Background: an optimization exercise with open tools, aiming at small area. Do not read the settings as production practice. In this exercise RTL edits were held to simulation tests only and were not proved equivalent to the original. Power is estimated from default activity; no workload was simulated.

==> design.v <==
module vgax_core (
    input  wire        clk,
    input  wire        rst,        
    input  wire [2:0]  h_cmd,      
    input  wire [15:0] h_addr,
    input  wire [7:0]  h_wdata,
    output reg  [31:0] h_rdata,
    output wire        h_ready,
    output wire        irq_v,
    output wire        irq_h,
    input  wire        iack,
    output wire        hsync,
    output wire        vsync,
    output wire [1:0]  color
);
    localparam VISIBLE_LINES = 20;
    localparam BPR           = 12;               
    localparam FB_SIZE       = VISIBLE_LINES * BPR;
    localparam VSCALE        = 4;
    localparam FRAME_LINES   = 90;
    localparam SKIP_LINES    = 6;
    localparam LINE_PERIOD   = 128;
    localparam FRAME_PERIOD  = FRAME_LINES * LINE_PERIOD;
    localparam HSYNC_WIDTH   = 12;
    localparam VSYNC_WIDTH   = 2 * LINE_PERIOD;
    localparam HSYNC_POL     = 1'b0;
    localparam VSYNC_POL     = 1'b0;
    localparam W             = 8;                
    localparam ENTRY_BASE    = 4;
    localparam CPS           = 2;                
    localparam NSAMPLES      = 4 * BPR;
    localparam SKIP_W  = 8;
    localparam ALINE_W = 16;
    localparam ROW_W   = 8;
    localparam REP_W   = 8;
    localparam ET_W    = 32;
    localparam HCNT_W  = $clog2(LINE_PERIOD);
    localparam VCNT_W  = $clog2(FRAME_PERIOD);
    localparam DLY_W   = $clog2(W);
    localparam K_W     = $clog2(NSAMPLES);
    localparam PH_W    = (CPS > 1) ? $clog2(CPS) : 1;
    localparam CMD_NOP   = 3'd0;
    localparam CMD_FBWR  = 3'd3;
    localparam CMD_FBRD  = 3'd4;
    localparam CMD_RDET  = 3'd5;
    localparam CMD_START = 3'd6;
    localparam CMD_STOP  = 3'd7;
    localparam SEQ_IDLE  = 2'd0;
    localparam SEQ_ALIGN = 2'd1;
    localparam SEQ_EMIT  = 2'd2;
    localparam [1:0] BLANK = 2'b00;
    reg [SKIP_W-1:0]  vskip;
    reg [ALINE_W-1:0] aline;
    reg [ROW_W-1:0]   row;
    reg [REP_W-1:0]   rep;
    reg [ET_W-1:0]    et;
    reg               run;
    reg               vpend;
    reg               hpend;
    reg [HCNT_W-1:0]  hcnt;
    reg [VCNT_W-1:0]  vcnt;
    reg [1:0]         seq;
    reg [DLY_W-1:0]   dly;
    reg [K_W-1:0]     k;
    reg [PH_W-1:0]    ph;
    reg [7:0]         curb;
    reg [1:0]         color_r;
    reg [7:0] fb [0:FB_SIZE-1];
    assign irq_v   = vpend;
    assign irq_h   = hpend;
    assign color   = color_r;
    assign hsync   = (run && hcnt < HSYNC_WIDTH) ? HSYNC_POL : ~HSYNC_POL;
    assign vsync   = (run && vcnt < VSYNC_WIDTH) ? VSYNC_POL : ~VSYNC_POL;
    assign h_ready = !rst && (seq == SEQ_IDLE) && !iack;
    wire        host_in_range = (h_addr < FB_SIZE);
    wire [7:0]  host_byte     = host_in_range ? fb[h_addr] : 8'h00;
    always @(*) begin
        if (h_cmd == CMD_RDET)
            h_rdata = et;
        else
            h_rdata = {{(32-8){1'b0}}, host_byte};
    end
    wire h_tick = run && (hcnt == LINE_PERIOD - 1);
    wire v_tick = run && (vcnt == FRAME_PERIOD - 1);
    wire entry   = iack && (seq == SEQ_IDLE) && (vpend || hpend);
    wire v_entry = entry && vpend;
    wire h_entry = entry && !vpend && hpend;
    wire h_skip  = (vskip != 0);
    wire h_emit  = !h_skip && (row < VISIBLE_LINES);
    wire [HCNT_W-1:0] jit       = hcnt - ENTRY_BASE;
    wire [DLY_W-1:0]  align_dly = (W - 1) - jit;
    wire [15:0]     row_base  = row * BPR;
    wire [K_W-1:0]  k_next    = k + 1'b1;
    wire [15:0]     byte_idx  = (seq == SEQ_ALIGN) ? 16'd0 : {{(16-K_W+2){1'b0}}, k_next[K_W-1:2]};
    wire [15:0]     hand_addr = row_base + byte_idx;
    wire [7:0]      hand_byte = fb[hand_addr];
    function [1:0] sample;
        input [7:0] b;
        input [1:0] pos;
        begin
            case (pos)
                2'd0: sample = b[7:6];
                2'd1: sample = b[5:4];
                2'd2: sample = b[3:2];
                default: sample = b[1:0];
            endcase
        end
    endfunction
    always @(posedge clk) begin
        if (!rst && h_ready && h_cmd == CMD_FBWR && host_in_range)
            fb[h_addr] <= h_wdata;
    end
    always @(posedge clk) begin
        if (rst) begin
            vskip   <= SKIP_LINES;
            aline   <= {ALINE_W{1'b1}};
            row     <= 0;
            rep     <= 0;
            et      <= 0;
            run     <= 1'b0;
            vpend   <= 1'b0;
            hpend   <= 1'b0;
            hcnt    <= 0;
            vcnt    <= 0;
            seq     <= SEQ_IDLE;
            dly     <= 0;
            k       <= 0;
            ph      <= 0;
            curb    <= 8'h00;
            color_r <= BLANK;
        end else begin
            if (run) begin
                hcnt <= h_tick ? {HCNT_W{1'b0}} : hcnt + 1'b1;
                vcnt <= v_tick ? {VCNT_W{1'b0}} : vcnt + 1'b1;
            end
            vpend <= (vpend && !v_entry) || v_tick;
            hpend <= (hpend && !h_entry) || h_tick;
            if (v_entry) begin
                aline <= {ALINE_W{1'b1}};
                vskip <= SKIP_LINES;
                rep   <= 0;
                row   <= 0;
                et    <= et + 1'b1;
            end else if (h_entry) begin
                if (h_skip) begin
                    vskip <= vskip - 1'b1;
                end else if (h_emit) begin
                    dly <= align_dly;
                    seq <= SEQ_ALIGN;
                end
            end else if (seq == SEQ_ALIGN) begin
                if (dly != 0) begin
                    dly <= dly - 1'b1;
                end else begin
                    curb    <= hand_byte;
                    color_r <= hand_byte[7:6];
                    k       <= 0;
                    ph      <= 0;
                    seq     <= SEQ_EMIT;
                end
            end else if (seq == SEQ_EMIT) begin
                if (ph != CPS - 1) begin
                    ph <= ph + 1'b1;
                end else if (k != NSAMPLES - 1) begin
                    k  <= k_next;
                    ph <= 0;
                    if (k_next[1:0] != 2'd0) begin
                        color_r <= sample(curb, k_next[1:0]);
                    end else begin
                        curb    <= hand_byte;
                        color_r <= hand_byte[7:6];
                    end
                end else begin
                    color_r <= BLANK;
                    aline   <= aline + 1'b1;
                    if (rep + 1'b1 == VSCALE) begin
                        rep <= 0;
                        row <= row + 1'b1;
                    end else begin
                        rep <= rep + 1'b1;
                    end
                    seq <= SEQ_IDLE;
                end
            end
            if (h_ready && h_cmd == CMD_START) begin
                run     <= 1'b1;
                hcnt    <= 0;
                vcnt    <= 0;
                vpend   <= 1'b0;
                hpend   <= 1'b0;
                color_r <= BLANK;
            end else if (h_ready && h_cmd == CMD_STOP) begin
                run   <= 1'b0;
                vpend <= 1'b0;
                hpend <= 1'b0;
            end
        end
    end
endmodule
==> run.sh <==
#!/bin/bash
# synth_recipe.tcl (not shown) runs the flow's synth.tcl, then flattens the netlist and writes it again
# the make line also repeats each setting of config.mk as NAME=value (left out here)
make -C /OpenROAD-flow-scripts/flow DESIGN_CONFIG=/design/flow/config.mk WORK_HOME=/design/flow/orfs CLKGATE_MAP_FILE= SYNTH_SCRIPT=/design/flow/synth_recipe.tcl finish
==> config.mk <==
export PLATFORM = sky130hd
export DESIGN_NAME = vgax_core
export DESIGN_NICKNAME = vgax_core
export VERILOG_FILES = /design/flow/design.v
export SDC_FILE = /design/flow/constraint.sdc
export NUM_CORES = 4
export LEC_CHECK = 0
export CAP_MARGIN = 20
export CORE_MARGIN = 2
export CORE_UTILIZATION = 40
export SLEW_MARGIN = 20
==> constraint.sdc <==
create_clock -name core_clock -period 10.0 [get_ports {clk}]
set_input_delay 2.0000 -clock core_clock [delete_from_list [all_inputs] [get_ports {clk}]]
set_output_delay 2.0000 -clock core_clock [all_outputs]
set_load 0.01 [all_outputs]
==> run summary <==
- CTS Buf Count: about 210
- Detailed-route wire length: between 300 and 400 mm
- Initial core utilization: 0.402
- H-Tree Level Count: 4
- Critical R2R Launch: k[0]
- Crit-path leading delay family: buffers and inverters
- Cell count after synthesis: just under 7000
- Reg2reg end: curb[2]
- CP Class: input port to output pin
- P per Cell Area: roughly 170 mW/mm²
- Initial antenna violation count: 16
- Drt first pass iters: 9
- Achievable frequency: between 0.1 and 0.15 GHz
- Synth unique cells: about 80
- Die width: 495 µm
- Detailed placement HPWL: ~220 mm
- Crit-path slowest cell: nor3_1
- I/O pin total: 69
- Synth warn: 1
- Hold Path Cell Cnt: 1
- DR WL/cell: between 30 and 40 µm
- Total of max-cap violations: 0
- Capturing element type of the critical path: output pin
- Share of layout cells above drive strength 1: 0.204
- DR DRC count: 0
- Vias in the first global route: roughly 64000
- Startpoint types: input port
- Core ar.: 0.240 mm²
- Clock share of power: 0.431
- # fillers: 20760
- Cell Rows: 180
- Least-Margin Pin Slew: between 1 and 1.5 ns
- Number of cells after detailed placement: just under 10000
- Crit path cell chain: buf_8, buf_12, buf_4, mux4_2, mux4_2, a32oi_1, nand4_1, nor3_1, buf_4, nor2_1, clkdlybuf4s50_1
- Mean area per synthesized cell: approximately 14 µm²
- Hold buffers post-CTS: 0
- Iteration-0 DRC Markers: between 10000 and 15000
- Hold endpoint: vskip[1]
- Unrepaired setup endpoints after global routing: false
- Fraction of power spent switching nets: 0.227
- PortBufs: 68
- Setup clock skew after layout: ~0.034 ns
- Min-delay src: vskip[1]
- R2R Setup Slk: between 3 and 4 ns
- Overall power consumption: around 18 mW
- Area share of the largest cell type after synthesis: 0.597
- Nets: ~7000
- Area grow syn2layout: 12.8%
- Clock sink total: 2020
- Post-CTS sizing: 0
- Root Buffer: clkbuf_16
- Skew-Pair Late Insertion Delay: 0.89 ns
- CTS tree: built
- Total gr overflow: 0
- Post-CTS setup buffers: 0
- Seq/Total Area, Yosys: 0.618
- Final ANT Viol Nets: 0
- Die H: approximately 500 µm
- Setup slack after layout: 0.613 ns
- Prevailing post-synth register cell: edfxtp_1
- Clock Path Buffers: 3
- R2R depth: 18
- Global-route wire length before repair: about 480 mm
- Switch Pwr: 4.14 mW
- Yosys reg bits: 2020
- Die area: 0.245 mm²
- Flop pwr share: 0.509
- Hold Path Class: register to register
- Critical-path maximum fanout: 65
- CP arrival: around 7.4 ns
- Worst IR Drop VDD: 138 µV
- Yosys top cell by area: edfxtp_1
- DR vias: 66910
- Area contributors post-synth: edfxtp_1 (60%), mux4_2 (16%), nand2_1 (5.5%)
- Worst path max stage delay: approximately 0.92 ns
- GP Congestion: about 0.9
- Final setup vio count: 0
- Final Hold Fails: 0
- Via/cell ratio: 6.49
- CP bufs+invs: 5
- Finished Layout Cells: roughly 10000
- Slew headroom: 0.143
- Fin crit period: around 9.4 ns
- Comb power frac: 0.060
- FFs w/ async S/R, synth: 0
- GRT Util Overall: 0.275
- Setup TNS: 0 ns
- Worst path required time: approximately 8.0 ns
- Pint: 14.1 mW
- Period utilization: 0.939
- Post-Syn Nets: ~6900
- Max Slew Vio Count: 0
- Clk pin slew, worst setup/hold paths: approximately 0.060 ns
- Post-synth EDFFs: 1920
- Setup WS pre-CTS: approximately 1.1 ns
- Status: timing/DRC/antenna clean
- Leak: between 30 and 40 nW
- Largest net degree at the start of global routing: about 140
- Mapped Area: roughly 0.097 mm²
layer usage:
metal	wire, µm	global-route usage	up-vias
li1	-	-	26909
met1	123000	0.358	33967
met2	153000	0.416	5059
met3	44100	0.0776	967
met4	21400	0.149	8
met5	182	0	-
metrics by stage:
| stage | utilization | hold slack [ns] | cell area, µm² |
|---|---|---|---|
| finish | 0.453 | 0.470 | 109000 |
| CTS | 0.453 | 0.471 | 109000 |
| global placement | 0.424 | 0.445 | 102000 |
| detailed placement | 0.424 | 0.457 | 102000 |
| global route | 0.453 | 0.491 | 109000 |
| floorplan | - | 0.435 | 96600 |
kinds of logic after synthesis:
family,Yosys count,synth area share
AOI/OAI and AO/OA,607,0.0438
xor gates and xnor gates,75,0.00719
adders and majority gates,26,0.00352
buffers and inverters,550,0.0269
DFF,2020,0.618
muxes,887,0.181
and+or+nand+nor,2684,0.120
Yosys cell counts, types with 17 or more instances:
| cell | number |
|---|---|
| edfxtp_1 | 1920 |
| nand2_1 | 1419 |
| mux4_2 | 687 |
| nand3_1 | 544 |
| nor2_1 | 396 |
| buf_2 | 203 |
| clkbuf_1 | 203 |
| mux2i_1 | 186 |
| a21oi_1 | 140 |
| nand4_1 | 119 |
| a31oi_1 | 109 |
| dfxtp_1 | 100 |
| a32oi_1 | 61 |
| and3_1 | 57 |
| a311oi_1 | 52 |
| buf_1 | 51 |
| o21ai_0 | 45 |
| buf_4 | 44 |
| xor2_1 | 43 |
| a221oi_1 | 33 |
| inv_1 | 32 |
| nor3_1 | 30 |
| xnor2_1 | 30 |
| a211oi_1 | 29 |
| and2_1 | 27 |
| ha_1 | 24 |
| nor2b_1 | 23 |
| o22ai_1 | 17 |
cell usage in the layout (no fill, tap or decap), types with 29 or more instances in the layout:
cell / netlist / layout
a211oi_1: 29 / 29
a21oi_1: 140 / 140
a221oi_1: 33 / 33
a311oi_1: 52 / 50
a31oi_1: 109 / 109
a32oi_1: 61 / 61
and3_1: 57 / 57
buf_12: 0 / 29
buf_4: 44 / 306
clkbuf_1: 203 / 29
clkbuf_16: 0 / 208
clkdlybuf4s50_1: 0 / 52
clkinv_1: 1 / 44
clkinv_2: 0 / 45
dfxtp_1: 100 / 100
edfxtp_1: 1920 / 1920
inv_1: 32 / 32
mux2i_1: 186 / 186
mux4_2: 687 / 687
nand2_1: 1419 / 1417
nand3_1: 544 / 544
nand4_1: 119 / 119
nor2_1: 396 / 343
nor2_2: 0 / 48
nor3_1: 30 / 30
o21ai_0: 45 / 45
xor2_1: 43 / 40
worst register-to-register path, stage by stage (launching register included):
cell and delay [ns]:
dfxtp_1 0.48, ha_1 0.40, nand3_1 0.16, nor2_1 0.19, inv_1 0.08, a21oi_1 0.23
ha_4 0.18, inv_1 0.05, fa_4 0.72, inv_2 0.51, buf_4 0.69, nand2_1 0.56
buf_4 0.50, a31oi_1 0.26, nand4_1 0.11, a31oi_1 0.44, o21ai_0 0.55, o211a_1 0.30
nor4_1 0.25
power groups by stage:
stage / sequential (mW) / clock, mW / combinational [mW]
final: 9.25 / 7.85 / 1.09
after global routing: 9.25 / 8.23 / 1.11
after CTS: 9.25 / 7.91 / 1.05
after detailed placement: 9.43 / 0 / 1.05
after global placement: 9.43 / 0 / 1.04
after floorplan: 9.43 / 0 / 0.545
how the worst max path moves through the flow:
stage                     slack (ns)          to  cells past startpoint      start
after CTS                       1.10  h_rdata[5]                     11  h_addr[1]
after floorplan                 3.18  h_rdata[2]                     10  h_addr[1]
after global routing            0.64  h_rdata[5]                     11  h_addr[1]
after detailed placement        1.11  h_rdata[5]                     11  h_addr[1]
after global placement          1.15  h_rdata[5]                     11  h_addr[1]
final                           0.61  h_rdata[5]                     11  h_addr[1]
registers in the layout, summed over array words and instances (netlist names), 2 cells and up:
register,cells
color_r,2
row,8
fb,1920
k,6
seq,2
vcnt,14
vskip,8
hcnt,7
rep,8
et,32
curb,6
dly,3
layout make-up:
cell class,count,area [µm²],area share
antenna,11,27.5,0.000253
clock buffer,242,5380,0.0494
clock inverter,138,1420,0.0130
inverter,34,128,0.00117
multi-input combinational,4279,34700,0.319
sequential,2020,59700,0.548
tap,3185,3990,0.0366
timing repair buffer,407,3640,0.0334

-- separate check: timing with driven ports --
How much do the figures lean on ideal ports? The routed layout below was timed once more, with nothing changed but the port constraints.
Step 1 assumes that a clkbuf_16 drives the clock port and a buf_2 every other input.
Step 2, shift: input delay + t, output delay - t, t = (earliest + latest rising clock arrival at the registers) / 2. This alone moves slack from input paths to output paths.
Three values: ideal ports, drivers, drivers and shift; two values: the first two.
t (ns): 0.976
setup slack, ns: 0.613 / 0.562 / 0.562
worst setup path after step 2: input to output
cell pins on the clock port's net: 1
After both steps setup and hold are still met in this run. The setup slack of this run moves by -0.051 ns with the drivers and by -0.051 ns with both steps.
